From an optimization exercise on the open Yosys and OpenROAD flow, aimed at small area, a short achievable clock period and few clock cycles; shortcuts taken in it are not production practice.
Function was checked by simulation only, so behaviour that the tests miss may differ from the original.
Power figures rest on the tool's default switching activity, not on a simulated workload.

<file path="flow/config.mk">
export PLATFORM = sky130hd
export DESIGN_NAME = modbus_core
export DESIGN_NICKNAME = modbus_core
export VERILOG_FILES = /design/flow/design.v
export SDC_FILE = /design/flow/constraint.sdc
export NUM_CORES = 4
export LEC_CHECK = 0
export CAP_MARGIN = 20
export CORE_MARGIN = 2
export CORE_UTILIZATION = 40
export SLEW_MARGIN = 20
</file>
<file path="flow/constraint.sdc">
create_clock -name core_clock -period 12.0 [get_ports {clk}]
set_input_delay 2.4000 -clock core_clock [delete_from_list [all_inputs] [get_ports {clk}]]
set_output_delay 2.4000 -clock core_clock [all_outputs]
set_load 0.01 [all_outputs]
</file>
<file path="flow/design.v">
module modbus_core (
    input  wire        clk,
    input  wire        rst,
    input  wire        rx_valid,
    input  wire [7:0]  rx_data,
    input  wire        rx_last,
    output wire        rx_ready,
    output wire        tx_valid,
    output reg  [7:0]  tx_data,
    output wire        tx_last,
    input  wire        tx_ready,
    input  wire        host_en,
    input  wire        host_we,
    input  wire [1:0]  host_space,    
    input  wire [4:0]  host_addr,
    input  wire [15:0] host_wdata,
    output reg  [15:0] host_rdata
);
    localparam integer N     = 32;
    localparam integer L_ID  = 4;
    localparam [8*L_ID-1:0] IDENT = "SM01";
    localparam integer SBYTES = 2*N;    
    localparam [1:0] S_RX = 2'd0, S_EXEC = 2'd1, S_COMMIT = 2'd2, S_TX = 2'd3;
    localparam [2:0] R_EXC = 3'd0, R_RDBITS = 3'd1, R_RDREGS = 3'd2,
                     R_ECHO = 3'd3, R_REPORT = 3'd4;
    reg [N-1:0] co;
    reg [N-1:0] di;
    reg [15:0]  hr [0:N-1];
    reg [15:0]  ir [0:N-1];
    reg [1:0]  state;
    reg [16:0] nbytes;         
    reg [15:0] tid, pid, mlen;
    reg [7:0]  unit, fc;
    reg [7:0]  p0, p1, p2, p3, bc;
    reg [7:0]  stage [0:SBYTES-1];
    assign rx_ready = (state == S_RX);
    wire rx_fire = rx_valid && rx_ready;
    wire [16:0] nbytes_inc = (nbytes == 17'h1FFFF) ? nbytes : nbytes + 17'd1;
    wire [15:0] start = {p0, p1};
    wire [15:0] qty   = {p2, p3};
    wire [16:0] plen  = nbytes - 17'd8;            
    wire [16:0] range_end = {1'b0, start} + {1'b0, qty};
    wire too_short = nbytes < 17'd7;
    wire len_mis   = nbytes != ({1'b0, mlen} + 17'd6);
    wire no_fc     = nbytes == 17'd7;
    wire fc_rdbits = (fc == 8'h01) || (fc == 8'h02);
    wire fc_rdregs = (fc == 8'h03) || (fc == 8'h04);
    wire fc_single = (fc == 8'h05) || (fc == 8'h06);
    wire fc_wcoils = (fc == 8'h0F);
    wire fc_wregs  = (fc == 8'h10);
    wire fc_report = (fc == 8'h11);
    wire out_of_range = range_end > N;
    wire addr_bad     = start >= N;
    wire shape4_bad   = plen != 17'd4;
    wire wc_bad = (plen < 17'd5) || ({9'd0, bc} != plen - 17'd5) ||
                  ({6'd0, bc, 3'b000} < {3'd0, qty});
    wire wr_bad = (plen < 17'd5) || ({9'd0, bc} != {qty, 1'b0}) ||
                  ({9'd0, bc} != plen - 17'd5);
    wire [16:0] rd_bytes = fc_rdbits ? ({1'b0, qty} + 17'd7) >> 3 : {qty, 1'b0};
    reg        d_ok;           
    reg [2:0]  d_kind;
    reg [7:0]  d_efc, d_ecode;
    reg        d_hdr, d_unit;  
    always @(*) begin
        d_ok   = 1'b0;
        d_kind = R_EXC;
        d_efc  = 8'h80;
        d_ecode = 8'h04;
        d_hdr  = 1'b1;
        d_unit = 1'b1;
        if (too_short) begin
            d_hdr  = 1'b0;
            d_unit = 1'b0;
        end else if (len_mis) begin
            d_unit = 1'b0;
        end else if (no_fc) begin
        end else begin
            d_efc = fc | 8'h80;
            if (fc_rdbits || fc_rdregs) begin
                if (shape4_bad)               d_ecode = 8'h04;
                else if (out_of_range)        d_ecode = 8'h02;
                else if (rd_bytes > 17'd255)  d_ecode = 8'h04;
                else begin
                    d_ok   = 1'b1;
                    d_kind = fc_rdbits ? R_RDBITS : R_RDREGS;
                end
            end else if (fc_single) begin
                if (shape4_bad)               d_ecode = 8'h04;
                else if (addr_bad)            d_ecode = 8'h02;
                else begin
                    d_ok = 1'b1; d_kind = R_ECHO;
                end
            end else if (fc_wcoils) begin
                if (wc_bad)                   d_ecode = 8'h04;
                else if (out_of_range)        d_ecode = 8'h02;
                else begin
                    d_ok = 1'b1; d_kind = R_ECHO;
                end
            end else if (fc_wregs) begin
                if (wr_bad)                   d_ecode = 8'h04;
                else if (out_of_range)        d_ecode = 8'h02;
                else begin
                    d_ok = 1'b1; d_kind = R_ECHO;
                end
            end else if (fc_report) begin
                d_ok = 1'b1; d_kind = R_REPORT;
            end else begin
                d_ecode = 8'h01;
            end
        end
    end
    reg [2:0]  r_kind;
    reg [7:0]  r_efc, r_ecode;
    reg        r_hdr, r_unit;
    reg [15:0] r_len;          
    reg [15:0] tx_idx;
    reg [15:0] cidx;           
    wire [15:0] rsp_len_w =
        !d_ok                ? 16'd3 :
        (d_kind == R_RDBITS) ? 16'd3 + rd_bytes[15:0] :
        (d_kind == R_RDREGS) ? 16'd3 + rd_bytes[15:0] :
        (d_kind == R_ECHO)   ? 16'd6 :
                               16'd5 + L_ID;
    wire need_commit = d_ok && (fc_wcoils || fc_wregs) && (qty != 16'd0);
    assign tx_valid = (state == S_TX);
    assign tx_last  = tx_valid && (tx_idx == r_len + 16'd5);
    wire   tx_fire  = tx_valid && tx_ready;
    wire [15:0] k  = tx_idx - 16'd7;    
    wire [15:0] m  = k - 16'd2;         
    wire [15:0] rd_reg_idx = start + (m >> 1);
    wire [15:0] rd_bit_base = start + {m[12:0], 3'b000};
    reg [15:0] rd_reg;
    reg [7:0]  rd_bits;
    integer b;
    always @(*) begin
        rd_reg = 16'h0000;
        if (rd_reg_idx < N)
            rd_reg = (fc == 8'h03) ? hr[rd_reg_idx[4:0]] : ir[rd_reg_idx[4:0]];
        rd_bits = 8'h00;
        for (b = 0; b < 8; b = b + 1) begin
            if ({m[12:0], 3'b000} + b < qty && rd_bit_base + b < N)
                rd_bits[b] = (fc == 8'h01) ? co[rd_bit_base[4:0] + b] : di[rd_bit_base[4:0] + b];
        end
    end
    always @(*) begin
        case (tx_idx)
            16'd0: tx_data = r_hdr ? tid[15:8] : 8'h00;
            16'd1: tx_data = r_hdr ? tid[7:0]  : 8'h00;
            16'd2: tx_data = r_hdr ? pid[15:8] : 8'h00;
            16'd3: tx_data = r_hdr ? pid[7:0]  : 8'h00;
            16'd4: tx_data = r_len[15:8];
            16'd5: tx_data = r_len[7:0];
            16'd6: tx_data = r_unit ? unit : 8'h00;
            default: begin
                case (r_kind)
                    R_EXC:
                        tx_data = (k == 16'd0) ? r_efc : r_ecode;
                    R_RDBITS, R_RDREGS:
                        if (k == 16'd0)      tx_data = fc;
                        else if (k == 16'd1) tx_data = r_len[7:0] - 8'd3;
                        else if (r_kind == R_RDBITS) tx_data = rd_bits;
                        else tx_data = m[0] ? rd_reg[7:0] : rd_reg[15:8];
                    R_ECHO:
                        case (k)
                            16'd0:   tx_data = fc;
                            16'd1:   tx_data = p0;
                            16'd2:   tx_data = p1;
                            16'd3:   tx_data = p2;
                            default: tx_data = p3;
                        endcase
                    default:   
                        case (k)
                            16'd0:   tx_data = 8'h11;
                            16'd1:   tx_data = 8'd2 + L_ID;
                            16'd2:   tx_data = unit;
                            16'd3:   tx_data = 8'hFF;
                            default: tx_data = IDENT[8*(L_ID-1-(k-4)) +: 8];
                        endcase
                endcase
            end
        endcase
    end
    wire [15:0] caddr = start + cidx;
    integer i;
    always @(posedge clk) begin
        if (rst) begin
            state  <= S_RX;
            nbytes <= 17'd0;
            tid <= 16'h0; pid <= 16'h0; mlen <= 16'h0;
            unit <= 8'h0; fc <= 8'h0;
            p0 <= 8'h0; p1 <= 8'h0; p2 <= 8'h0; p3 <= 8'h0; bc <= 8'h0;
            r_kind <= R_EXC; r_efc <= 8'h0; r_ecode <= 8'h0;
            r_hdr <= 1'b0; r_unit <= 1'b0; r_len <= 16'h0;
            tx_idx <= 16'h0; cidx <= 16'h0;
            co <= {N{1'b0}};
            di <= {N{1'b0}};
            for (i = 0; i < N; i = i + 1) begin
                hr[i] <= 16'h0;
                ir[i] <= 16'h0;
            end
        end else begin
            case (state)
                S_RX: begin
                    if (rx_fire) begin
                        nbytes <= nbytes_inc;
                        case (nbytes)
                            17'd0:  tid[15:8]  <= rx_data;
                            17'd1:  tid[7:0]   <= rx_data;
                            17'd2:  pid[15:8]  <= rx_data;
                            17'd3:  pid[7:0]   <= rx_data;
                            17'd4:  mlen[15:8] <= rx_data;
                            17'd5:  mlen[7:0]  <= rx_data;
                            17'd6:  unit <= rx_data;
                            17'd7:  fc   <= rx_data;
                            17'd8:  p0   <= rx_data;
                            17'd9:  p1   <= rx_data;
                            17'd10: p2   <= rx_data;
                            17'd11: p3   <= rx_data;
                            17'd12: bc   <= rx_data;
                            default:
                                if (nbytes < 17'd13 + SBYTES)
                                    stage[nbytes - 17'd13] <= rx_data;
                        endcase
                        if (rx_last)
                            state <= S_EXEC;
                    end
                end
                S_EXEC: begin
                    r_kind  <= d_kind;
                    r_efc   <= d_efc;
                    r_ecode <= d_ecode;
                    r_hdr   <= d_hdr;
                    r_unit  <= d_unit;
                    r_len   <= rsp_len_w;
                    tx_idx  <= 16'd0;
                    cidx    <= 16'd0;
                    if (d_ok && fc_single) begin
                        if (fc == 8'h05)
                            co[start[4:0]] <= (qty == 16'hFF00);
                        else
                            hr[start[4:0]] <= qty;
                    end
                    state <= need_commit ? S_COMMIT : S_TX;
                end
                S_COMMIT: begin
                    if (fc == 8'h0F)
                        co[caddr[4:0]] <= stage[cidx >> 3][cidx[2:0]];
                    else
                        hr[caddr[4:0]] <= {stage[{cidx, 1'b0}], stage[{cidx, 1'b1}]};
                    cidx <= cidx + 16'd1;
                    if (cidx + 16'd1 == qty)
                        state <= S_TX;
                end
                default: begin   
                    if (tx_fire) begin
                        tx_idx <= tx_idx + 16'd1;
                        if (tx_last) begin
                            state  <= S_RX;
                            nbytes <= 17'd0;
                            tid <= 16'h0; pid <= 16'h0; mlen <= 16'h0;
                            unit <= 8'h0; fc <= 8'h0;
                            p0 <= 8'h0; p1 <= 8'h0; p2 <= 8'h0; p3 <= 8'h0; bc <= 8'h0;
                        end
                    end
                end
            endcase
            if (host_en && host_we) begin
                case (host_space)
                    2'd0: co[host_addr] <= host_wdata[0];
                    2'd1: di[host_addr] <= host_wdata[0];
                    2'd2: hr[host_addr] <= host_wdata;
                    default: ir[host_addr] <= host_wdata;
                endcase
            end
        end
    end
    always @(posedge clk) begin
        if (host_en && !host_we) begin
            case (host_space)
                2'd0: host_rdata <= {15'd0, co[host_addr]};
                2'd1: host_rdata <= {15'd0, di[host_addr]};
                2'd2: host_rdata <= hr[host_addr];
                default: host_rdata <= ir[host_addr];
            endcase
        end
    end
endmodule
</file>
<file path="flow/run.sh">
#!/bin/bash
# synth_recipe.tcl (not shown) runs the flow's synth.tcl, then flattens the netlist and writes it again
# the make line also repeats each setting of config.mk as NAME=value (left out here)
make -C /OpenROAD-flow-scripts/flow DESIGN_CONFIG=/design/flow/config.mk WORK_HOME=/design/flow/orfs CLKGATE_MAP_FILE= SYNTH_SCRIPT=/design/flow/synth_recipe.tcl finish
</file>
==> reports/metrics.yaml <==
setup_viol: 0
clock-root-buffer: "clkbuf_16"
grt_pass1_vias: 79260
ctsResizeCount: 0
dp.cells: 11660
clockBufferDepth: 3
worstPathRequired_ns: 9.60
crit_path_start_kind: "flip-flop"
layout.nets: 8470
syn_inst: 8583
yosysMostFrequentCell: "edfxtp_1"
total_power_mw: 15.89
ant_nets: 0
synthAdderAreaFrac_pct: 1.371
routed_via_density: 6.981
slew-limit-headroom_pct: 8.190
tritoncts: "yes"
synth-xor-area-share_pct: 1.797
ys_types: 102
htreeDepth: 4
dp_hpwl_um: 288800
cp.arrival_ns: 8.55
grt_pass1_wl_um: 606800
instances_no_fill: 12050
cts_buffers: 204
fin_util_pct: 44.56
vias: 84130
insertion_delay_ns: 0.92
wl_per_cell_um: 35.72
routabilityCongestion: 0.9934
die-area_um2: 274400
core_area_um2: 268400
ios: 65
clock_sinks: 1812
max_freq_mhz: 91.31
area.growth.synth_to_final_pct: 10.65
rows: 190
tightest_slew_ns: 1.367
p_leak_nw: 37.99
start_util_pct: 40.27
dieHeight_um: 523.8
hold_viol: 0
critical_path_class: "flip-flop to output pin"
clock_skew_ns: 0.1161
drt-initial-drc-count: 14410
synthTopCellsByArea: "edfxtp_1 (43%), mux4_2 (18%), dfxtp_1 (4.8%), a32o_1 (3.6%), and2_1 (3.3%)"
post-cts-setup-buffers: 0
grt_util_all_layers_pct: 30.65
period_needed_ns: 10.95
ys.flop_type: "edfxtp_1"
synth_compound_area_share_pct: 12.29
rsz0062_at_grt: "no"
cts_hold_buf: 0
port_buffers: 64
maxCapViolCount: 0
syn_nets: 8737
vdd_drop_max_mv: 0.1622
syn_avg_cell_area_um2: 12.59
yosys_warnings: 1
synth_edf_count: 1552
status: "no timing/DRC/antenna violations"
synthTopCellsByCount: "edfxtp_1 (1552), mux4_2 (875), clkbuf_1 (628)"
synth_largest_area_cell: "edfxtp_1"
clk_pin_slew_ns: 0.06
min_path_type: "flip-flop to flip-flop"
synth-async-reset-ratio_pct: 0
synth_top_area_share_pct: 43.12
fp.dieW_um: 523.8
first_pass_iters: 9
synth_top_family_by_area: "multiplexers"
ys_ff_latch: 1812
overflow: 0
synthesis.area_um2: 108100
worst-path-max-fanout: 84
min_period_over_period_pct: 91.26
synth-simple-area-share_pct: 12.11
p_per_area_nw_per_um2: 132.9
seq_area_frac_synth_pct: 47.93
totalNegativeSetupSlack_ns: 0
dp_worst_setup_slack_ns: 2.149
crit_path_end_kind: "output pin"
setup_ws_ns: 1.049
drc: 0
routed_wl_um: 430400
synthMuxAreaShare_pct: 20.98
grt_max_degree: 85
drive_gt1_share_pct: 21.60
slew_viol_final: 0
antenna_found_initial: 26
==> critical path, cell delays in order, from the launching register on <==
cell and delay (ns):
dfxtp_1 0.33, buf_4 0.28, ha_1 0.42, xor2_1 0.24, inv_1 0.11, ha_1 0.46
inv_1 0.09, fa_4 1.00, buf_12 0.42, buf_12 0.49, mux4_2 0.46, mux4_2 0.48
mux2i_1 0.51, mux4_2 0.49, nor2_1 0.14, a2111oi_0 0.84, a21oi_1 0.17, clkdlybuf4s50_1 0.55
==> placed cells by master, fill, tap and decap left out, drive strengths merged, types with 107 or more instances in the layout <==
| master | netlist | final |
|---|---|---|
| nand2 | 615 | 615 |
| dfxtp | 260 | 260 |
| mux4 | 875 | 875 |
| o41ai | 128 | 128 |
| and2 | 566 | 566 |
| mux2i | 198 | 198 |
| o21ai | 267 | 267 |
| clkbuf | 630 | 254 |
| nor2 | 601 | 601 |
| a21oi | 289 | 289 |
| xnor2 | 138 | 138 |
| edfxtp | 1552 | 1552 |
| buf | 224 | 347 |
| ha | 112 | 112 |
| a32o | 392 | 392 |
| nand3 | 225 | 225 |
| nor3 | 114 | 114 |
| nand4 | 107 | 107 |
==> path summary, 6_finish.rpt <==
path,start,end,slack [ns],cells after the start
worst max-delay path,tx_idx[0],tx_data[1],1.05,17
worst max register to register,nbytes[3],hr[6][11],4.73,15
worst min-delay path,tid[12],tid[12],0.45,2
worst min register to register,tid[12],tid[12],0.45,2
==> per-layer routing <==
| layer | track usage, % | vias to the layer above | wire, um |
|---|---|---|---|
| met5 | 0 | - | 117 |
| met4 | 15.12 | 16 | 25810 |
| met3 | 8.298 | 1076 | 54010 |
| met2 | 45.80 | 6377 | 189100 |
| met1 | 41.17 | 42900 | 161400 |
| li1 | - | 33760 | - |
==> final cells by class <==
cell class / count / area [um^2]
fillers: 23930 / 148800
multi-input cells: 5819 / 53040
flip-flops and latches: 1812 / 51830
clock buffers: 253 / 5424
well taps: 3552 / 4444
repair buffers: 381 / 3018
clock inverters: 127 / 1445
inverters: 98 / 367.9
diodes: 9 / 22.52
==> per-stage QoR <==
stage	instance area, um^2	hold WS (ns)
floorplan	108100	0.4316
global placement	112600	0.4371
detailed placement	112700	0.4448
CTS	119500	0.4525
global route	119600	0.4735
finish	119600	0.4508
==> logic make-up (layout without fill, tap and decap cells) <==
| group | count (synthesis) | in the layout |
|---|---|---|
| and+or+nand+nor | 2597 | 2597 |
| DFF | 1812 | 1812 |
| AOI/OAI and AO/OA | 1728 | 1728 |
| muxes | 1161 | 1161 |
| buffers and inverters | 952 | 859 |
| xor gates and xnor gates | 217 | 217 |
| adders and majority gates | 116 | 116 |
| other | 0 | 9 |
==> where the power goes <==
part / switching (mW) / internal [mW] / total [mW]
combinational: 1.48 / 0.662 / 2.14
clock: 2.83 / 3.68 / 6.51
sequential: 0.191 / 7.04 / 7.24
==> state kept, by name (all words and copies together), names as in the netlist, 16 cells and up, named ones only <==
register    cells
mlen           16
stage         512
di             32
ir            512
tx_idx         16
r_len          16
nbytes         17
cidx           16
co             32
pid            16
tid            16
hr            512
host_rdata     16
Testbench counts, summed over its fixed seeds: cycles 50,377.

## afterwards: timing with drivers on the ports
The flow's constraints put no driver on any port. The routed layout listed below was extracted and timed again, unchanged, in two steps. Step 1 sets driving cells, clkbuf_16 on the clock port and buf_2 on the other inputs (assumed; they add their load-dependent delay and slew). Step 2 moves the port delays by t, midway between the first and last clock arrival at a register: inputs arrive t later, outputs are due t later. That takes back most of the time a late clock gives input paths. Slacks: ideal ports / drivers / drivers and shift; pairs: ideal ports / drivers.
t (ns): 0.960
slack for setup (ns): 1.049 / 0.955 / 1.915
clock arrival spread, ns: 0.116 / 0.116
After both steps setup and hold are still met in this run. For this run, drivers alone change the setup slack by -0.094 ns; drivers and shift together by +0.866 ns.
